This design comes from an exercise in tuning for small area, a short achievable clock period and few clock cycles per item on the open sky130 flow, not from production work.
At most, simulation tests tie the RTL to the original design; equivalence was not proved.
No activity file was given, so power comes from the tool's default toggle rates.

## the reference run
==> flow/design.v (excerpt) <==
module dds_freq_scaler (
    input  wire        clk,
    input  wire        rst,                 
    input  wire        in_valid,
    output wire        in_ready,
    input  wire [47:0] in_q,
    input  wire [31:0] in_ref,
    output wire        out_valid,
    input  wire        out_ready,
    output wire [27:0] out_word,
    output reg  [1:0]  out_err
);
    reg         idle;                       
    reg         busy;                       
    reg         fin;                        
    reg         outv;                       
    reg  [4:0]  cnt;
    reg  [31:0] r;                          
    reg  [32:0] rem;                        
    reg  [28:0] sr;                         
    reg         bad;                        
    wire        sub   = ~rem[32];
    wire [32:0] t     = {rem[31:0], sr[28]};
    wire [32:0] rnew  = t + ({33{sub}} ^ {1'b0, r}) + {32'd0, sub};
    wire        q_bit = ~rnew[32];
    wire        first = (cnt == 5'd0);
    wire        last  = (cnt == 5'd29);
    wire [27:0] a     = sr[28:1];
    wire        rnd   = sr[0];
    wire [27:0] w     = a + {27'd0, rnd};
    wire        ref0  = (r == 32'd0);
    assign in_ready  = idle;
    assign out_valid = outv;
    assign out_word  = sr[27:0];
    always @(posedge clk) begin
        if (rst) begin
            idle <= 1'b1;
            busy <= 1'b0;
            fin  <= 1'b0;
            outv <= 1'b0;
        end else begin
            if (idle && in_valid) begin
                idle <= 1'b0;
                busy <= 1'b1;
            end
  ...
For scale: roughly 740 cells after synthesis, ~110 flip-flops, roughly 6700 um^2 of cells after synthesis.
==> flow/config.mk <==
export PLATFORM = sky130hd
export DESIGN_NAME = dds_freq_scaler
export DESIGN_NICKNAME = dds_freq_scaler
export VERILOG_FILES = /design/flow/design.v
export SDC_FILE = /design/flow/constraint.sdc
export NUM_CORES = 4
export LEC_CHECK = 0
export CAP_MARGIN = 20
export CORE_MARGIN = 2
export CORE_UTILIZATION = 40
export SLEW_MARGIN = 20
==> flow/constraint.sdc <==
create_clock -name core_clock -period 10.0 [get_ports {clk}]
set_input_delay 2.0000 -clock core_clock [delete_from_list [all_inputs] [get_ports {clk}]]
set_output_delay 2.0000 -clock core_clock [all_outputs]
set_load 0.01 [all_outputs]
standard.sh (not shown) runs the stock make flow with config.mk's settings and CLKGATE_MAP_FILE= SYNTH_SCRIPT=/design/flow/synth_recipe.tcl, a recipe that flattens the netlist after the stock synthesis.
==> flow/flow/run.sh <==
#!/bin/bash
# Standard ORFS layout (the standard.sh), with two flow knobs changed:
#  - port buffers are buf_1 cells instead of the resizer's default pick;
set -euo pipefail
export BUFFER_PORTS_ARGS="-buffer_cell sky130_fd_sc_hd__buf_1"
export SETUP_SLACK_MARGIN="${SETUP_SLACK_MARGIN_OVERRIDE:-6}"
bash standard.sh > standard_flow.log 2>&1
Relative to the reference run, the following input files were edited for the trial run:
-- flow/flow/run.sh --
<<< the reference run, line 6
export SETUP_SLACK_MARGIN="${SETUP_SLACK_MARGIN_OVERRIDE:-6}"
>>> the trial run, line 6
export SETUP_SLACK_MARGIN="${SETUP_SLACK_MARGIN_OVERRIDE:-7.2}"
==> comparison <==
Part of the power in the clock network: higher on the reference run
On multi-input logic portion of the cell area, the lower figure sits with the trial run, not the reference run.
Compared to the reference run, the trial run reaches a higher achievable clock.
Function was not checked in any run of this note: the RTL went through the layout flow alone.


06-25:
dds_freq_scaler, a different RTL version from the one above (not shown whole).
For scale: about 560 cells after synthesis, ~110 flip-flops, about 120 I/O pins, about 0.0055 mm² of cells after synthesis.
Settings: LEC_CHECK=0, CAP_MARGIN=20, CORE_MARGIN=2, CORE_UTILIZATION=50, CTS_BUF_LIST=sky130_fd_sc_hd__clkbuf_4 sky130_fd_sc_hd__clkbuf_8, SLEW_MARGIN=20; clock period 10.0 ns.
==> flow/flow/run.sh <==
#!/bin/bash
# Standard ORFS layout (the standard.sh), with two flow knobs changed:
#  - port buffers are buf_1 cells instead of the resizer's default pick;
set -euo pipefail
export BUFFER_PORTS_ARGS="-buffer_cell sky130_fd_sc_hd__buf_1"
export SETUP_SLACK_MARGIN="${SETUP_SLACK_MARGIN_OVERRIDE:-6.9}"
bash standard.sh > standard_flow.log 2>&1
Testbench counts of 06-25, summed over its fixed seeds: cycles 77,100, items 2,400.
For 10-23, these inputs were changed with respect to 06-25:
# 06-25
export LEC_CHECK = 0
export CAP_MARGIN = 20
export CORE_MARGIN = 2
export CORE_UTILIZATION = 50
export CTS_BUF_LIST = sky130_fd_sc_hd__clkbuf_4 sky130_fd_sc_hd__clkbuf_8
export SLEW_MARGIN = 20
create_clock -name core_clock -period 10.0 [get_ports {clk}]
# 10-23
export LEC_CHECK = 0
export CAP_MARGIN = 20
export CORE_MARGIN = 2
export CORE_UTILIZATION = 60
export CTS_BUF_LIST = sky130_fd_sc_hd__clkbuf_4 sky130_fd_sc_hd__clkbuf_8
export SLEW_MARGIN = 20
create_clock -name core_clock -period 10.0 [get_ports {clk}]
Notes after the runs:
- Floorplan row count, 10-23 and 06-25: larger value in 06-25
- Compared with 06-25, 10-23 shows a higher post-CTS setup repair buffer count.
- 06-25 → 10-23: final period utilization did not really move, final area has decreased, HPWL after detailed placement went down about 3%, met3 demand-to-capacity share in global routing shrank by 1.3 points.


dds_freq_scaler, a different RTL version from the one above (not shown whole).
For scale: about 620 cells after synthesis, roughly 120 I/O pins, roughly 5800 sq um of cells after synthesis.
Design dds_freq_scaler, start of the top module:
module dds_freq_scaler (
    input  wire        clk,
    input  wire        rst,                 
    input  wire        in_valid,
    output wire        in_ready,
    input  wire [47:0] in_q,
    input  wire [31:0] in_ref,
    output wire        out_valid,
    input  wire        out_ready,
    output wire [27:0] out_word,
    output reg  [1:0]  out_err
);
    reg         idle;                       
    reg         busy;                       
    reg         fin;                        
    reg         outv;                       
    reg  [4:0]  cnt;
    reg  [31:0] r;                          
    reg  [32:0] rem;                        
    reg  [28:0] sr;                         
    reg         bad;                        
    wire        sub   = ~rem[32];
    wire [32:0] t     = {rem[31:0], sr[28]};
    wire [32:0] a_b   = {33{sub}} ^ {1'b0, r};
    wire [32:0] a_p   = t ^ a_b;
    wire [32:0] a_g   = {t[32:1] & a_b[32:1], (t[0] & a_b[0]) | (a_p[0] & sub)};
    wire [33:0] a_c;
    assign a_c[0] = sub;
    wire a_G0_1 = a_g[1] | (a_p[1] & a_g[0]);
    wire a_G0_3 = a_g[3] | (a_p[3] & a_g[2]);
  ...
==> flow/config.mk <==
export PLATFORM = sky130hd
export DESIGN_NAME = dds_freq_scaler
export DESIGN_NICKNAME = dds_freq_scaler
export VERILOG_FILES = /design/flow/design.v
export SDC_FILE = /design/flow/constraint.sdc
export NUM_CORES = 4
export LEC_CHECK = 0
export CAP_MARGIN = 20
export CORE_MARGIN = 2
export CORE_UTILIZATION = 60
export CTS_BUF_LIST = sky130_fd_sc_hd__clkbuf_4 sky130_fd_sc_hd__clkbuf_8
export SLEW_MARGIN = 20
==> flow/constraint.sdc <==
create_clock -name core_clock -period 10.0 [get_ports {clk}]
set_input_delay 2.0000 -clock core_clock [delete_from_list [all_inputs] [get_ports {clk}]]
set_output_delay 2.0000 -clock core_clock [all_outputs]
set_load 0.01 [all_outputs]
==> flow/flow/run.sh <==
#!/bin/bash
# Standard ORFS layout (the standard.sh), with two flow knobs changed:
#  - port buffers are buf_1 cells instead of the resizer's default pick;
set -euo pipefail
export BUFFER_PORTS_ARGS="-buffer_cell sky130_fd_sc_hd__buf_1"
export SETUP_SLACK_MARGIN="${SETUP_SLACK_MARGIN_OVERRIDE:-7.0}"
bash standard.sh > standard_flow.log 2>&1
Change:
--- a/flow/flow/run.sh
+++ b/flow/flow/run.sh
@@ -5,3 +5,3 @@
 export BUFFER_PORTS_ARGS="-buffer_cell sky130_fd_sc_hd__buf_1"
-export SETUP_SLACK_MARGIN="${SETUP_SLACK_MARGIN_OVERRIDE:-7.0}"
+export SETUP_SLACK_MARGIN="${SETUP_SLACK_MARGIN_OVERRIDE:-6.8}"
 bash standard.sh > standard_flow.log 2>&1
The changed run finished clean.
Critical path depth goes down by 14.
Power shrinks by roughly a tenth.
First-iteration DRC count drops by about a fifth.
Global-route usage fell by 0.38 points.
Hold slack improves by 0.028 ns.
Clock skew stays flat.
Setup slack is worse by 0.059 ns.
Cell area falls by a few percent.
Routed wire length falls by roughly a tenth.
No functional check of the RTL was part of any run of this note.

[re-timing with driven ports]
How much do the figures lean on ideal ports? The routed layouts below were timed once more, with nothing changed but the port constraints.
Step 1, drivers: a clkbuf_16 drives clk and a buf_2 each remaining input, both assumed.
Step 2, shift: input delay + t, output delay - t, t = (earliest + latest rising clock arrival at the registers) / 2. This alone moves slack from input paths to output paths.
Slacks: ideal ports / drivers / drivers and shift; pairs: ideal ports / drivers.
run	shift t [ns]	setup slack, ns	worst hold slack (ns)	latest minus earliest clock arrival (ns)	cell pins on the clock port's net
the reference run	0.398	6.331 / 6.331 / 6.331	0.480 / 0.480 / 0.480	0.006 / 0.006	1
the trial run	0.395	7.047 / 7.029 / 7.047	0.469 / 0.469 / 0.469	0.012 / 0.012	1
06-25	0.416	6.975 / 6.945 / 7.016	0.478 / 0.478 / 0.478	0.012 / 0.013	1
10-23	0.401	6.963 / 6.931 / 6.983	0.481 / 0.481 / 0.481	0.010 / 0.010	1
the first run of note 3	0.409	6.948 / 6.948 / 6.948	0.482 / 0.482 / 0.482	0.016 / 0.015	1
the second run of note 3	0.404	6.889 / 6.853 / 6.989	0.511 / 0.511 / 0.511	0.013 / 0.014	1
After both steps setup and hold are still met in every run listed.
